Context: an optimization exercise on an open-source flow, tuned for small area, a short achievable clock period and few clock cycles. The choices shown serve that exercise and are no tape-out recipe. At most, simulation tests tie the RTL to the original design; equivalence was not proved. Power figures rest on the tool's default switching activity, not on a simulated workload.

==> inputs of v19 <==
==> flow/design.v <==
module vad_unit (
    input  wire        clk,
    input  wire        rst,           
    input  wire        cmd_valid,
    output wire        cmd_ready,
    input  wire [1:0]  cmd_op,        
    input  wire [31:0] cmd_arg,       
    input  wire [31:0] cmd_blen,      
    input  wire        s_valid,
    output wire        s_ready,
    input  wire [31:0] s_data,
    output wire        iv_valid,
    input  wire        iv_ready,
    output wire [15:0] iv_data,
    output wire        iv_last,
    output wire [1:0]  iv_mode,
    output wire        iv_reset,
    input  wire        vd_valid,
    input  wire [1:0]  vd_code,
    output wire        done,
    output wire [31:0] result,
    output wire        rate_reject,
    output wire [31:0] hist_err,
    output wire [31:0] hist_sil,
    output wire [31:0] hist_voice,
    output wire [31:0] hist_noise,
    output wire [31:0] vad_rate,
    output wire [10:0] vad_flen,
    output wire [10:0] vad_off,
    output wire [1:0]  vad_mode
);
    localparam [1:0] OP_INIT    = 2'd1;
    localparam [1:0] OP_SETMODE = 2'd2;
    localparam [1:0] OP_PROCESS = 2'd3;
    localparam [1:0] V_SIL   = 2'd0;
    localparam [1:0] V_VOICE = 2'd1;
    localparam [1:0] V_NOISE = 2'd2;
    localparam HW = 23;               
    reg        crdy;                  
    reg        acc_q;                 
    reg [1:0]  op_q;
    reg        ok_q;                  
    reg [1:0]  rc_q;                  
    reg        le3_q;                 
    reg [1:0]  lo_q;                  
    reg        locked;
    reg [1:0]  code;                  
    reg [1:0]  mode_c;
    reg        r_all;                 
    reg        res0;                  
    reg        rrej_c;
    reg [10:0] off_c;
    reg [HW-1:0] hc_e, hc_s, hc_v, hc_n;
    reg        done_q;
    reg        ivrst_q;
    reg        run;
    reg [29:0] rem;                   
    reg [10:0] off_w;                 
    reg        nl;                    
    reg        pend;                  
    reg [HW-1:0] hw_e, hw_s, hw_v, hw_n;
    reg        sr;                    
    reg        av;                    
    reg        a_s;                   
    reg [4:0]  a_j;                   
    reg [14:0] a_m;                   
    reg        a_z;                   
    reg        a_c;                   
    reg        a_l;
    reg        bv;                    
    reg [15:0] b_t;
    reg        b_s;
    reg        b_l;
    reg        ivv;                   
    reg [15:0] ivd;
    reg        ivl;
    reg        skv;                   
    reg [15:0] skd;
    reg        skl;
    reg        vdv_q;
    reg [1:0]  vdc_q;
    reg        fin_q;                 
    wire        hi0    = (cmd_arg[31:16] == 16'd0);
    wire        is8k   = hi0 && (cmd_arg[15:0] == 16'd8000);
    wire        is16k  = hi0 && (cmd_arg[15:0] == 16'd16000);
    wire        is32k  = hi0 && (cmd_arg[15:0] == 16'd32000);
    wire        is48k  = hi0 && (cmd_arg[15:0] == 16'd48000);
    wire        accept = cmd_valid && crdy;
    wire        ex_init = acc_q && (op_q == OP_INIT);
    wire        ex_mode = acc_q && (op_q == OP_SETMODE);
    wire        ex_proc = acc_q && (op_q == OP_PROCESS);
    wire        pass    = ok_q && (!locked || (rc_q == code));
    wire        start   = ex_proc && pass;
    wire        rfail   = ex_proc && !pass;
    reg [10:0] flen_m2;               
    always @(*) begin
        case (code)
            2'd0:    flen_m2 = 11'd238;
            2'd1:    flen_m2 = 11'd478;
            2'd2:    flen_m2 = 11'd958;
            default: flen_m2 = 11'd1438;
        endcase
    end
    wire take = s_valid && sr;
    wire pop   = ivv && iv_ready;
    wire bpush = bv && !skv;
    wire amove = av && (!bv || bpush);
    wire av_n  = take || (av && !amove);
    wire bv_n  = amove || (bv && !bpush);
    wire skv_n = skv ? !pop : (bpush && ivv && !pop);
    wire ivv_n = skv || bpush || (ivv && !pop);
    wire [7:0]  s_e   = s_data[30:23];
    wire        s_nan = (s_e == 8'hFF) && (s_data[22:0] != 23'd0);
    wire        s_z   = s_nan || (s_e < 8'd110);
    wire        s_c   = !s_nan && ((s_e >= 8'd127) ||
                                   (s_e == 8'd126 && s_data[22:8] == 15'h7FFF));
    wire [4:0]  s_j   = 5'd30 - s_e[4:0];         
    wire [15:0] qsh = {1'b1, a_m} >> a_j;
    wire [15:0] qt  = a_z ? 16'd0 : a_c ? 16'hFFFE : qsh;
    wire [16:0] qsum = {b_s, b_t ^ {16{b_s}}} + 17'd1;
    wire [15:0] qd   = qsum[16:1];
    wire rem_ge1 = (rem != 30'd0);
    wire rem_ge2 = (rem[29:1] != 29'd0);
    wire rem_ge3 = (rem[29:2] != 28'd0) || (rem[1] && rem[0]);
    wire fin = run && !rem_ge1 && !bv && !ivv && !pend && !vdv_q;
    wire [27:0] vx   = {5'd0, hw_v};
    wire [27:0] vy   = ~{3'd0, hw_s, 2'd0};
    wire [27:0] vz   = ~{3'd0, hw_n, 2'd0};
    wire [27:0] vsum = vx ^ vy ^ vz;
    wire [27:0] vcar = {(vx[26:0] & vy[26:0]) | (vx[26:0] & vz[26:0]) |
                        (vy[26:0] & vz[26:0]), 1'b1};
    wire [13:0] vlo  = {1'b0, vsum[12:0]} + {1'b0, vcar[12:0]} + 14'd1;
    reg         vc13;
    wire [14:0] vhi  = {1'b0, vsum[27:13]} + {1'b0, vcar[27:13]} + {14'd0, vc13};
    wire        d_all = (hw_e != {HW{1'b0}});
    wire        d_one = !d_all && (hw_v != {HW{1'b0}}) && !vhi[14];
    wire g1      = amove ? rem_ge2 : rem_ge1;
    wire g2      = amove ? rem_ge3 : rem_ge2;
    wire more    = av_n ? g2 : g1;
    wire full_n  = av_n && bv_n && skv_n;
    wire nl_n    = take ? (!nl && (off_w == flen_m2)) : nl;
    wire pend_n  = (pend && !vdv_q) || (take && nl);
    wire run_n   = start || (run && !fin);
    wire sr_n    = run_n && more && !full_n && !(pend_n && nl_n);
    wire clr_w = rst || ex_init || rfail || start;
    wire hld   = rst || ex_init || rfail || fin_q;
    wire [HW-1:0] hw_e_n = clr_w ? {HW{1'b0}} : hw_e + (vdv_q && vdc_q == 2'd3);
    wire [HW-1:0] hw_s_n = clr_w ? {HW{1'b0}} : hw_s + (vdv_q && vdc_q == V_SIL);
    wire [HW-1:0] hw_v_n = clr_w ? {HW{1'b0}} : hw_v + (vdv_q && vdc_q == V_VOICE);
    wire [HW-1:0] hw_n_n = clr_w ? {HW{1'b0}} : hw_n + (vdv_q && vdc_q == V_NOISE);
    always @(posedge clk) begin
        hw_e <= hw_e_n;
        hw_s <= hw_s_n;
        hw_v <= hw_v_n;
        hw_n <= hw_n_n;
        if (hld) begin
            hc_e <= hw_e_n;
            hc_s <= hw_s_n;
            hc_v <= hw_v_n;
            hc_n <= hw_n_n;
        end
        vc13 <= vlo[13];
    end
    always @(posedge clk) begin
        acc_q <= accept;
        op_q  <= cmd_op;
        ok_q  <= is8k || is16k || is32k || is48k;
        rc_q  <= {is32k || is48k, is16k || is48k};
        le3_q <= (cmd_arg[31:2] == 30'd0);
        lo_q  <= cmd_arg[1:0];
        if (!av || amove) begin
            a_s <= s_data[31];
            a_j <= s_j;
            a_m <= s_data[22:8];
            a_z <= s_z;
            a_c <= s_c;
            a_l <= nl;
        end
        if (amove) begin
            b_t <= qt;
            b_s <= a_s;
            b_l <= a_l;
        end
        if (skv ? pop : (!ivv || pop)) begin
            ivd <= skv ? skd : qd;
            ivl <= skv ? skl : b_l;
        end
        if (!skv && ivv && !pop) begin
            skd <= qd;
            skl <= b_l;
        end
        if (crdy)
            rem <= cmd_blen[31:2];
        else if (amove)
            rem <= rem - 30'd1;
        if (rst) begin
            crdy    <= 1'b1;
            acc_q   <= 1'b0;
            locked  <= 1'b0;
            code    <= 2'd0;
            mode_c  <= 2'd0;
            r_all   <= 1'b0;
            res0    <= 1'b0;
            rrej_c  <= 1'b0;
            off_c   <= 11'd0;
            done_q  <= 1'b0;
            ivrst_q <= 1'b0;
            run     <= 1'b0;
            off_w   <= 11'd0;
            nl      <= 1'b0;
            pend    <= 1'b0;
            sr      <= 1'b0;
            vdv_q   <= 1'b0;
            fin_q   <= 1'b0;
            av      <= 1'b0;
            bv      <= 1'b0;
            ivv     <= 1'b0;
            skv     <= 1'b0;
        end else begin
            av  <= av_n;
            bv  <= bv_n;
            ivv <= ivv_n;
            skv <= skv_n;
            sr  <= sr_n;
            run <= run_n;
            nl  <= nl_n;
            pend <= pend_n;
            if (take)
                off_w <= nl ? 11'd0 : off_w + 11'd1;
            vdv_q   <= vd_valid;
            vdc_q   <= vd_code;
            fin_q   <= fin;
            done_q  <= ex_init || ex_mode || rfail || fin_q;
            ivrst_q <= ex_init;
            if (accept)
                crdy <= 1'b0;
            else if (ex_init || ex_mode || rfail || fin_q)
                crdy <= 1'b1;
            if (ex_init) begin
                locked <= 1'b0;
                mode_c <= 2'd0;
                off_c  <= 11'd0;
                off_w  <= 11'd0;
                nl     <= 1'b0;
                r_all  <= 1'b0;
                res0   <= 1'b1;
                rrej_c <= 1'b0;
            end
            if (ex_mode) begin
                if (le3_q) mode_c <= lo_q;
                r_all  <= 1'b0;
                res0   <= le3_q;
                rrej_c <= 1'b0;
            end
            if (rfail) begin
                r_all  <= 1'b1;
                res0   <= 1'b1;
                rrej_c <= 1'b1;
            end
            if (start) begin
                code <= rc_q;
            end
            if (fin_q) begin
                locked <= 1'b1;
                off_c  <= off_w;
                r_all  <= d_all;
                res0   <= d_all || d_one;
                rrej_c <= 1'b0;
            end
        end
    end
    reg [31:0] rate_o;
    reg [10:0] flen_o;
    always @(*) begin
        case (code)
            2'd0:    begin rate_o = 32'd8000;  flen_o = 11'd240;  end
            2'd1:    begin rate_o = 32'd16000; flen_o = 11'd480;  end
            2'd2:    begin rate_o = 32'd32000; flen_o = 11'd960;  end
            default: begin rate_o = 32'd48000; flen_o = 11'd1440; end
        endcase
    end
    assign cmd_ready   = crdy;
    assign s_ready     = sr;
    assign iv_valid    = ivv;
    assign iv_data     = ivd;
    assign iv_last     = ivl;
    assign iv_mode     = mode_c;
    assign iv_reset    = ivrst_q;
    assign done        = done_q;
    assign result      = {{31{r_all}}, res0};
    assign rate_reject = rrej_c;
    assign hist_err    = {{(32-HW){1'b0}}, hc_e};
    assign hist_sil    = {{(32-HW){1'b0}}, hc_s};
    assign hist_voice  = {{(32-HW){1'b0}}, hc_v};
    assign hist_noise  = {{(32-HW){1'b0}}, hc_n};
    assign vad_rate    = locked ? rate_o : 32'd0;
    assign vad_flen    = locked ? flen_o : 11'd0;
    assign vad_off     = off_c;
    assign vad_mode    = mode_c;
endmodule
==> flow/flow/run.sh <==
#!/bin/bash
set -euo pipefail
SETUP_MARGIN=${SETUP_MARGIN:-5.5}
bash standard.sh \
    "BUFFER_PORTS_ARGS=-buffer_cell sky130_fd_sc_hd__buf_2" \
    "SETUP_SLACK_MARGIN=${SETUP_MARGIN}" \
    finish > flow_make.log 2>&1
test -f out/final.def
==> flow/standard.sh <==
#!/bin/bash
# synth_recipe.tcl (not shown) runs the flow's synth.tcl, then flattens the netlist and writes it again
# the make line also repeats each setting of config.mk as NAME=value (left out here)
make -C /OpenROAD-flow-scripts/flow DESIGN_CONFIG=/design/flow/config.mk WORK_HOME=/design/flow/orfs CLKGATE_MAP_FILE= SYNTH_SCRIPT=/design/flow/synth_recipe.tcl "${@:-finish}"
==> flow/config.mk <==
export PLATFORM = sky130hd
export DESIGN_NAME = vad_unit
export DESIGN_NICKNAME = vad_unit
export VERILOG_FILES = /design/flow/design.v
export SDC_FILE = /design/flow/constraint.sdc
export NUM_CORES = 4
export LEC_CHECK = 0
export CAP_MARGIN = 20
export CORE_MARGIN = 2
export CORE_UTILIZATION = 40
export SLEW_MARGIN = 20
==> flow/constraint.sdc <==
create_clock -name core_clock -period 8.0 [get_ports {clk}]
set_input_delay 1.6000 -clock core_clock [delete_from_list [all_inputs] [get_ports {clk}]]
set_output_delay 1.6000 -clock core_clock [all_outputs]
set_load 0.01 [all_outputs]
==> inputs of v12, as changes to v19 <==
--- a/flow/design.v
+++ b/flow/design.v
@@ -46,4 +46,5 @@
     reg        locked;
     reg [1:0]  code;                  
+    reg        f_1000, f_0101, f_1011, f_1101, f_1110, f_0111, f_0010, f_0001;
     reg [1:0]  mode_c;
     reg        r_all;                 
@@ -199,4 +200,12 @@
             locked  <= 1'b0;
             code    <= 2'd0;
+            f_1000  <= 1'b0;
+            f_0101  <= 1'b0;
+            f_1011  <= 1'b0;
+            f_1101  <= 1'b0;
+            f_1110  <= 1'b0;
+            f_0111  <= 1'b0;
+            f_0010  <= 1'b0;
+            f_0001  <= 1'b0;
             mode_c  <= 2'd0;
             r_all   <= 1'b0;
@@ -239,4 +248,12 @@
             if (ex_init) begin
                 locked <= 1'b0;
+                f_1000 <= 1'b0;
+                f_0101 <= 1'b0;
+                f_1011 <= 1'b0;
+                f_1101 <= 1'b0;
+                f_1110 <= 1'b0;
+                f_0111 <= 1'b0;
+                f_0010 <= 1'b0;
+                f_0001 <= 1'b0;
                 mode_c <= 2'd0;
                 off_c  <= 11'd0;
@@ -263,4 +280,12 @@
             if (fin_q) begin
                 locked <= 1'b1;
+                f_1000 <= (code == 2'd0);
+                f_0101 <= code[0];
+                f_1011 <= (code != 2'd1);
+                f_1101 <= (code != 2'd2);
+                f_1110 <= (code != 2'd3);
+                f_0111 <= (code != 2'd0);
+                f_0010 <= (code == 2'd2);
+                f_0001 <= (code == 2'd3);
                 off_c  <= off_w;
                 r_all  <= d_all;
@@ -270,14 +295,4 @@
         end
     end
-    reg [31:0] rate_o;
-    reg [10:0] flen_o;
-    always @(*) begin
-        case (code)
-            2'd0:    begin rate_o = 32'd8000;  flen_o = 11'd240;  end
-            2'd1:    begin rate_o = 32'd16000; flen_o = 11'd480;  end
-            2'd2:    begin rate_o = 32'd32000; flen_o = 11'd960;  end
-            default: begin rate_o = 32'd48000; flen_o = 11'd1440; end
-        endcase
-    end
     assign cmd_ready   = crdy;
     assign s_ready     = sr;
@@ -294,6 +309,7 @@
     assign hist_voice  = {{(32-HW){1'b0}}, hc_v};
     assign hist_noise  = {{(32-HW){1'b0}}, hc_n};
-    assign vad_rate    = locked ? rate_o : 32'd0;
-    assign vad_flen    = locked ? flen_o : 11'd0;
+    assign vad_rate    = {16'd0, f_0001, f_0010, f_0111, locked, locked, f_1110,
+                          f_1101, f_1011, f_0101, f_1000, 6'd0};
+    assign vad_flen    = {f_0001, f_0010, f_0111, locked, f_1110, f_1101, f_1000, 4'd0};
     assign vad_off     = off_c;
     assign vad_mode    = mode_c;
==> flow/flow/run.sh (replaced) <==
#!/bin/bash
set -euo pipefail
SETUP_MARGIN=${SETUP_MARGIN:-5.0}
bash standard.sh \
    "BUFFER_PORTS_ARGS=-buffer_cell sky130_fd_sc_hd__buf_1" \
    "SETUP_SLACK_MARGIN=${SETUP_MARGIN}" \
    finish > flow_make.log 2>&1
test -f out/final.def
- CTS_CLUSTER_DIAMETER: not set -> 80
- CTS_CLUSTER_SIZE: not set -> 30
==> inputs of v9, as changes to v19 <==
--- a/flow/design.v
+++ b/flow/design.v
@@ -48,5 +48,5 @@
     reg [1:0]  mode_c;
     reg        r_all;                 
-    reg        res0;                  
+    reg        r_one;                 
     reg        rrej_c;
     reg [10:0] off_c;
@@ -124,15 +124,8 @@
     wire rem_ge3 = (rem[29:2] != 28'd0) || (rem[1] && rem[0]);
     wire fin = run && !rem_ge1 && !bv && !ivv && !pend && !vdv_q;
-    wire [27:0] vx   = {5'd0, hw_v};
-    wire [27:0] vy   = ~{3'd0, hw_s, 2'd0};
-    wire [27:0] vz   = ~{3'd0, hw_n, 2'd0};
-    wire [27:0] vsum = vx ^ vy ^ vz;
-    wire [27:0] vcar = {(vx[26:0] & vy[26:0]) | (vx[26:0] & vz[26:0]) |
-                        (vy[26:0] & vz[26:0]), 1'b1};
-    wire [13:0] vlo  = {1'b0, vsum[12:0]} + {1'b0, vcar[12:0]} + 14'd1;
-    reg         vc13;
-    wire [14:0] vhi  = {1'b0, vsum[27:13]} + {1'b0, vcar[27:13]} + {14'd0, vc13};
-    wire        d_all = (hw_e != {HW{1'b0}});
-    wire        d_one = !d_all && (hw_v != {HW{1'b0}}) && !vhi[14];
+    wire signed [26:0] vdiff = $signed({4'd0, hw_v}) - $signed({2'd0, hw_s, 2'd0})
+                                                     - $signed({2'd0, hw_n, 2'd0});
+    wire          d_all = (hw_e != {HW{1'b0}});
+    wire          d_one = !d_all && (hw_v != {HW{1'b0}}) && !vdiff[26];
     wire g1      = amove ? rem_ge2 : rem_ge1;
     wire g2      = amove ? rem_ge3 : rem_ge2;
@@ -143,23 +136,4 @@
     wire run_n   = start || (run && !fin);
     wire sr_n    = run_n && more && !full_n && !(pend_n && nl_n);
-    wire clr_w = rst || ex_init || rfail || start;
-    wire hld   = rst || ex_init || rfail || fin_q;
-    wire [HW-1:0] hw_e_n = clr_w ? {HW{1'b0}} : hw_e + (vdv_q && vdc_q == 2'd3);
-    wire [HW-1:0] hw_s_n = clr_w ? {HW{1'b0}} : hw_s + (vdv_q && vdc_q == V_SIL);
-    wire [HW-1:0] hw_v_n = clr_w ? {HW{1'b0}} : hw_v + (vdv_q && vdc_q == V_VOICE);
-    wire [HW-1:0] hw_n_n = clr_w ? {HW{1'b0}} : hw_n + (vdv_q && vdc_q == V_NOISE);
-    always @(posedge clk) begin
-        hw_e <= hw_e_n;
-        hw_s <= hw_s_n;
-        hw_v <= hw_v_n;
-        hw_n <= hw_n_n;
-        if (hld) begin
-            hc_e <= hw_e_n;
-            hc_s <= hw_s_n;
-            hc_v <= hw_v_n;
-            hc_n <= hw_n_n;
-        end
-        vc13 <= vlo[13];
-    end
     always @(posedge clk) begin
         acc_q <= accept;
@@ -201,7 +175,11 @@
             mode_c  <= 2'd0;
             r_all   <= 1'b0;
-            res0    <= 1'b0;
+            r_one   <= 1'b0;
             rrej_c  <= 1'b0;
             off_c   <= 11'd0;
+            hc_e    <= {HW{1'b0}};
+            hc_s    <= {HW{1'b0}};
+            hc_v    <= {HW{1'b0}};
+            hc_n    <= {HW{1'b0}};
             done_q  <= 1'b0;
             ivrst_q <= 1'b0;
@@ -210,4 +188,8 @@
             nl      <= 1'b0;
             pend    <= 1'b0;
+            hw_e    <= {HW{1'b0}};
+            hw_s    <= {HW{1'b0}};
+            hw_v    <= {HW{1'b0}};
+            hw_n    <= {HW{1'b0}};
             sr      <= 1'b0;
             vdv_q   <= 1'b0;
@@ -228,4 +210,12 @@
             if (take)
                 off_w <= nl ? 11'd0 : off_w + 11'd1;
+            if (vdv_q) begin
+                case (vdc_q)
+                    V_SIL:   hw_s <= hw_s + 1'b1;
+                    V_VOICE: hw_v <= hw_v + 1'b1;
+                    V_NOISE: hw_n <= hw_n + 1'b1;
+                    default: hw_e <= hw_e + 1'b1;
+                endcase
+            end
             vdv_q   <= vd_valid;
             vdc_q   <= vd_code;
@@ -243,6 +233,10 @@
                 off_w  <= 11'd0;
                 nl     <= 1'b0;
+                hc_e   <= {HW{1'b0}};
+                hc_s   <= {HW{1'b0}};
+                hc_v   <= {HW{1'b0}};
+                hc_n   <= {HW{1'b0}};
                 r_all  <= 1'b0;
-                res0   <= 1'b1;
+                r_one  <= 1'b1;
                 rrej_c <= 1'b0;
             end
@@ -250,20 +244,32 @@
                 if (le3_q) mode_c <= lo_q;
                 r_all  <= 1'b0;
-                res0   <= le3_q;
+                r_one  <= le3_q;
                 rrej_c <= 1'b0;
             end
             if (rfail) begin
+                hc_e   <= {HW{1'b0}};
+                hc_s   <= {HW{1'b0}};
+                hc_v   <= {HW{1'b0}};
+                hc_n   <= {HW{1'b0}};
                 r_all  <= 1'b1;
-                res0   <= 1'b1;
+                r_one  <= 1'b0;
                 rrej_c <= 1'b1;
             end
             if (start) begin
                 code <= rc_q;
+                hw_e <= {HW{1'b0}};
+                hw_s <= {HW{1'b0}};
+                hw_v <= {HW{1'b0}};
+                hw_n <= {HW{1'b0}};
             end
             if (fin_q) begin
                 locked <= 1'b1;
                 off_c  <= off_w;
+                hc_e   <= hw_e;
+                hc_s   <= hw_s;
+                hc_v   <= hw_v;
+                hc_n   <= hw_n;
                 r_all  <= d_all;
-                res0   <= d_all || d_one;
+                r_one  <= d_one;
                 rrej_c <= 1'b0;
             end
@@ -288,5 +294,5 @@
     assign iv_reset    = ivrst_q;
     assign done        = done_q;
-    assign result      = {{31{r_all}}, res0};
+    assign result      = {{31{r_all}}, r_all | r_one};
     assign rate_reject = rrej_c;
     assign hist_err    = {{(32-HW){1'b0}}, hc_e};
==> flow/run.sh (new file) <==
#!/bin/bash
# synth_recipe.tcl (not shown) runs the flow's synth.tcl, then flattens the netlist and writes it again
# the make line also repeats each setting of config.mk as NAME=value (left out here)
make -C /OpenROAD-flow-scripts/flow DESIGN_CONFIG=/design/flow/config.mk WORK_HOME=/design/flow/orfs CLKGATE_MAP_FILE= SYNTH_SCRIPT=/design/flow/synth_recipe.tcl finish
- SETUP_SLACK_MARGIN: not set -> 5
removed: flow/flow/run.sh
removed: flow/standard.sh
==> summary of the runs <==
Against v12, the clock power of v9 is larger by 33%.
Critical path depth, highest first: v9, v12, v19.
In v9 the synthesized area is higher than in v19, by about 3.6%.
Between v9 and v19, the lower fmax is in v9 (gap about 28%, measured against v19).
Total power: v19 is larger than v9 (about 1.8%).
The highest clock skew belongs to v19, the lowest to v9.
Final cell count: v12 < v19 < v9.
Testbench counts of v12, summed over its fixed seeds: cycles 280,853.
Function not checked in v19 and v9: the RTL went through the layout flow alone.

[static timing again, ports no longer ideal]
How much do the figures lean on ideal ports? The routed layouts below were timed once more, with nothing changed but the port constraints. Step 1, drivers: a clkbuf_16 drives clk and a buf_2 each remaining input, both assumed. Step 2 also shifts input and output timing later by t, the mid clock arrival at the registers, as if the neighbouring blocks saw the same clock. Three values: ideal ports, drivers, drivers and shift; two values: the first two.
run	t (ns)	setup slack, ns	hold slack, ns	worst setup path after step 2
v19	0.614	5.011 / 4.959 / 4.897	0.418 / 0.418 / 0.418	input to register
v12	0.605	5.109 / 5.089 / 4.534	0.435 / 0.435 / 0.435	input to register
v9	0.605	3.851 / 3.851 / 3.851	0.413 / 0.413 / 0.413	register to register
After both steps setup and hold are still met in every run listed. The setup slack of v12, which loses most, moves by -0.020 ns with the drivers and by -0.575 ns with both steps.
